Background: an optimization exercise with open tools, aiming at small area, a short achievable clock period and few clock cycles. Do not read the settings as production practice. Function was checked by simulation only, so behaviour that the tests miss may differ from the original. Power figures rest on the tool's default switching activity, not on a simulated workload.

## cf2_blframer
module cf2_blframer (
    input  wire        clk,
    input  wire        rst,           
    input  wire        boot_stay,     
    input  wire [31:0] app_word,      
    input  wire        rx_valid,
    input  wire [7:0]  rx_data,
    output wire        rx_ready,      
    output reg         tx_valid,
    output reg  [7:0]  tx_data,
    input  wire        tx_ready,
    output reg         stg_we,
    output reg         stg_re,
    output reg  [13:0] stg_addr,
    output reg  [7:0]  stg_wdata,
    input  wire [7:0]  stg_rdata,
    output reg         fc_we,
    output reg  [1:0]  fc_reg,        
    output wire [31:0] fc_addr,
    output wire [31:0] fc_wdata,
    input  wire        fc_busy,
    output reg         diag_valid,
    output reg  [1:0]  diag_code,     
    output wire        idle,
    output wire        app_mode,
    output wire        fault
);
For scale: about 1100 flip-flops, ~0.046 mm² of cells after synthesis.
export LEC_CHECK = 0
export CAP_MARGIN = 20
export CORE_MARGIN = 2
export CORE_UTILIZATION = 40
export CTS_CLUSTER_DIAMETER = 80
export CTS_CLUSTER_SIZE = 25
export PLACE_DENSITY = 0.6
export SETUP_SLACK_MARGIN = 5.0
export SLEW_MARGIN = 20
create_clock -name core_clock -period 8.0 [get_ports {clk}]
standard.sh (not shown) runs the stock make flow with config.mk's settings and CLKGATE_MAP_FILE= SYNTH_SCRIPT=/design/flow/synth_recipe.tcl, a recipe that flattens the netlist after the stock synthesis.
==> flow/flow/run.sh <==
#!/bin/bash
# The standard layout, with plain buffers (buf_2) on the ports in place of the
# delay-cell buffers buffer_ports picks by default. Every port still gets its
# own buffer; all other steps are the standard.sh unchanged.
set -euo pipefail
bash standard.sh "BUFFER_PORTS_ARGS=-buffer_cell sky130_fd_sc_hd__buf_2" finish > standard_flow.log 2>&1
Testbench counts at the start, summed over its fixed seeds: cycles 41,977.
Edit:
--- a/flow/design.v
+++ b/flow/design.v
@@ -30,29 +30,22 @@
     localparam [31:0] FC_KEY1     = 32'h4567_0123;
     localparam [31:0] FC_KEY2     = 32'hCDEF_89AB;
     localparam [31:0] PROGRAM_CFG = 32'h0000_0201;    
     localparam [1:0] REG_KEY = 2'd0, REG_CFG = 2'd1, REG_WORD = 2'd2;
     localparam [1:0] DIAG_CKSUM = 2'd1, DIAG_BOUNDS = 2'd2, DIAG_STAGE = 2'd3;
     localparam [6:0] RING_LAST = 7'd97;
     function automatic [6:0] inc(input [6:0] p);
         inc = (p == RING_LAST) ? 7'd0 : p + 7'd1;
     endfunction
-    reg  app_r;
-    reg  mdec;             
+    reg app_r;
     always @(posedge clk)
-        if (rst) begin
-            app_r <= 1'b0;
-            mdec  <= 1'b0;
-        end else if (!mdec) begin
+        if (rst)
             app_r <= !boot_stay && (app_word != 32'hFFFF_FFFF);
-            mdec  <= 1'b1;
-        end
-    wire boot = mdec && !app_r;    
     reg [7:0] ring [0:97];
     reg [6:0] wp;          
     reg [6:0] tp;          
     reg       rdy;
     assign rx_ready = rdy;
     wire push = rx_valid && rdy;
     always @(posedge clk)
         if (push)
             ring[wp] <= rx_data;
@@ -209,36 +202,36 @@
                 {pn16, p6, p5} <= {pn16, p6, p5} + 17'd1;
         end
     end
     wire f_done = f_consume && (fst == F_CKHI);
     always @(posedge clk)
         lbok <= (flen >= 6'd7) && pg_ok && (p6[7:3] == 5'd0) &&
                 ({1'b0, p6[2:0], p5} + {7'd0, lb_cnt_f[4:0]} <= 12'd1024);
     wire [6:0] cpos_n = f_consume ? inc(cpos) : cpos;
     wire [6:0] tp_n   = dispatch ? pend_end :
-                        (cmd == C_IDLE && !pend && boot) ? cpos_n : tp;
+                        (cmd == C_IDLE && !pend) ? cpos_n : tp;
     wire [7:0] dq_raw = {1'b0, wp} - {1'b0, tp};
     wire [6:0] dq     = dq_raw[7] ? dq_raw[6:0] + 7'd98 : dq_raw[6:0];
     wire       q63    = (dq == 7'd63);
     wire       q64    = (dq == 7'd64);
     reg        idle_r;
     always @(posedge clk) begin
         if (rst) begin
             wp     <= 7'd0;
             tp     <= 7'd0;
             rdy    <= 1'b1;
             pend   <= 1'b0;
             idle_r <= 1'b0;
         end else begin
             if (push) wp <= inc(wp);
             tp     <= tp_n;
             rdy    <= push ? !q63 : !q64;
-            idle_r <= boot && (cmd == C_IDLE) && !pend && (wp == tp) && !push;
+            idle_r <= !app_r && (cmd == C_IDLE) && !pend && (wp == tp) && !push;
             if (f_done) begin
                 pend     <= 1'b1;
                 pgood    <= ck_lo_ok && (b == ck_b);
                 pend_end <= inc(cpos);
             end else if (dispatch)
                 pend <= 1'b0;
         end
     end
     assign idle     = idle_r;
The new run produced a clean layout.
Critical path depth is lower by 3.
Synthesized area is about the same.
Combinational power stays flat.
Global-route usage grows by 0.65 points.
Synthesized cell count went down by 0.39%.
Die area hardly moves.
Cell count stays flat.
Testbench counts after the change, summed over its fixed seeds: cycles 41,977.

========
## run D
cf2_blframer again, from the RTL that the note above started with.
export LEC_CHECK = 0
export CAP_MARGIN = 20
export CORE_MARGIN = 2
export CORE_UTILIZATION = 40
export CTS_CLUSTER_DIAMETER = 80
export CTS_CLUSTER_SIZE = 25
export PLACE_DENSITY = 0.75
export SETUP_SLACK_MARGIN = 5.0
export SLEW_MARGIN = 20
create_clock -name core_clock -period 8.0 [get_ports {clk}]
Scripts as last shown in full above: flow/flow/run.sh
Testbench counts of run D, summed over its fixed seeds: cycles 41,977.
Input-level comparison between run R and run D:
diff --git a/flow/design.v b/flow/design.v
--- a/flow/design.v
+++ b/flow/design.v
@@ -31,27 +31,20 @@
     localparam [31:0] FC_KEY2     = 32'hCDEF_89AB;
     localparam [31:0] PROGRAM_CFG = 32'h0000_0201;    
     localparam [1:0] REG_KEY = 2'd0, REG_CFG = 2'd1, REG_WORD = 2'd2;
     localparam [1:0] DIAG_CKSUM = 2'd1, DIAG_BOUNDS = 2'd2, DIAG_STAGE = 2'd3;
     localparam [6:0] RING_LAST = 7'd97;
     function automatic [6:0] inc(input [6:0] p);
         inc = (p == RING_LAST) ? 7'd0 : p + 7'd1;
     endfunction
-    reg  app_r;
-    reg  mdec;             
+    reg app_r;
     always @(posedge clk)
-        if (rst) begin
-            app_r <= 1'b0;
-            mdec  <= 1'b0;
-        end else if (!mdec) begin
+        if (rst)
             app_r <= !boot_stay && (app_word != 32'hFFFF_FFFF);
-            mdec  <= 1'b1;
-        end
-    wire boot = mdec && !app_r;    
     reg [7:0] ring [0:97];
     reg [6:0] wp;          
     reg [6:0] tp;          
     reg       rdy;
     assign rx_ready = rdy;
     wire push = rx_valid && rdy;
     always @(posedge clk)
         if (push)
@@ -210,34 +203,34 @@
         end
     end
     wire f_done = f_consume && (fst == F_CKHI);
     always @(posedge clk)
         lbok <= (flen >= 6'd7) && pg_ok && (p6[7:3] == 5'd0) &&
                 ({1'b0, p6[2:0], p5} + {7'd0, lb_cnt_f[4:0]} <= 12'd1024);
     wire [6:0] cpos_n = f_consume ? inc(cpos) : cpos;
     wire [6:0] tp_n   = dispatch ? pend_end :
-                        (cmd == C_IDLE && !pend && boot) ? cpos_n : tp;
+                        (cmd == C_IDLE && !pend) ? cpos_n : tp;
     wire [7:0] dq_raw = {1'b0, wp} - {1'b0, tp};
     wire [6:0] dq     = dq_raw[7] ? dq_raw[6:0] + 7'd98 : dq_raw[6:0];
     wire       q63    = (dq == 7'd63);
     wire       q64    = (dq == 7'd64);
     reg        idle_r;
     always @(posedge clk) begin
         if (rst) begin
             wp     <= 7'd0;
             tp     <= 7'd0;
             rdy    <= 1'b1;
             pend   <= 1'b0;
             idle_r <= 1'b0;
         end else begin
             if (push) wp <= inc(wp);
             tp     <= tp_n;
             rdy    <= push ? !q63 : !q64;
-            idle_r <= boot && (cmd == C_IDLE) && !pend && (wp == tp) && !push;
+            idle_r <= !app_r && (cmd == C_IDLE) && !pend && (wp == tp) && !push;
             if (f_done) begin
                 pend     <= 1'b1;
                 pgood    <= ck_lo_ok && (b == ck_b);
                 pend_end <= inc(cpos);
             end else if (dispatch)
                 pend <= 1'b0;
         end
     end
Notes after the runs:
Run R did not stop at any stage, and its layout met the timing, DRC and antenna checks. Going from run D to run R, the insertion delay to the later sink of the worst-skew pair was found to have gone down by 0.03 ns. Relative to run D, the timing-limited maximum frequency measured on run R has increased by a few percent. Status: proportion of power drawn by combinational gates parity (run D, run R). There was hardly any difference in synthesized area between run R and run D. Compared with run D, run R shows a higher wire length of the first global-routing pass.
Testbench counts of run R, summed over its fixed seeds: cycles 41,977.

-- static timing again, ports no longer ideal --
No port has a modelled driver above. Below, the same layouts with a new extraction and two added sets of constraints.
Step 1: set_driving_cell puts a clkbuf_16 on clk and a buf_2 on each other input, an assumption about the parent block.
Step 2 times the ports against the registers' clock, not the clock port: input delays grow and output delays shrink by t, the midpoint of the rising clock arrivals with the driver on.
a / b / c = ideal ports / drivers / drivers and shift; a / b = the first two.
| run | t (ns) | setup WS [ns] | worst data-port slew with drivers (ns) | cell pins on the clock port's net |
|---|---|---|---|---|
| the first run of note 1 | 0.746 | 4.934 / 4.914 / 4.232 | 0.12 | 1 |
| the second run of note 1 | 0.754 | 4.970 / 4.876 / 4.122 | 0.16 | 1 |
| run D | 0.742 | 4.904 / 4.946 / 4.203 | 0.09 | 1 |
| run R | 0.732 | 4.998 / 4.939 / 4.270 | 0.06 | 1 |
After both steps setup and hold are still met in every run listed. For the second run of note 1, which loses most, drivers alone change the setup slack by -0.094 ns; drivers and shift together by -0.848 ns.
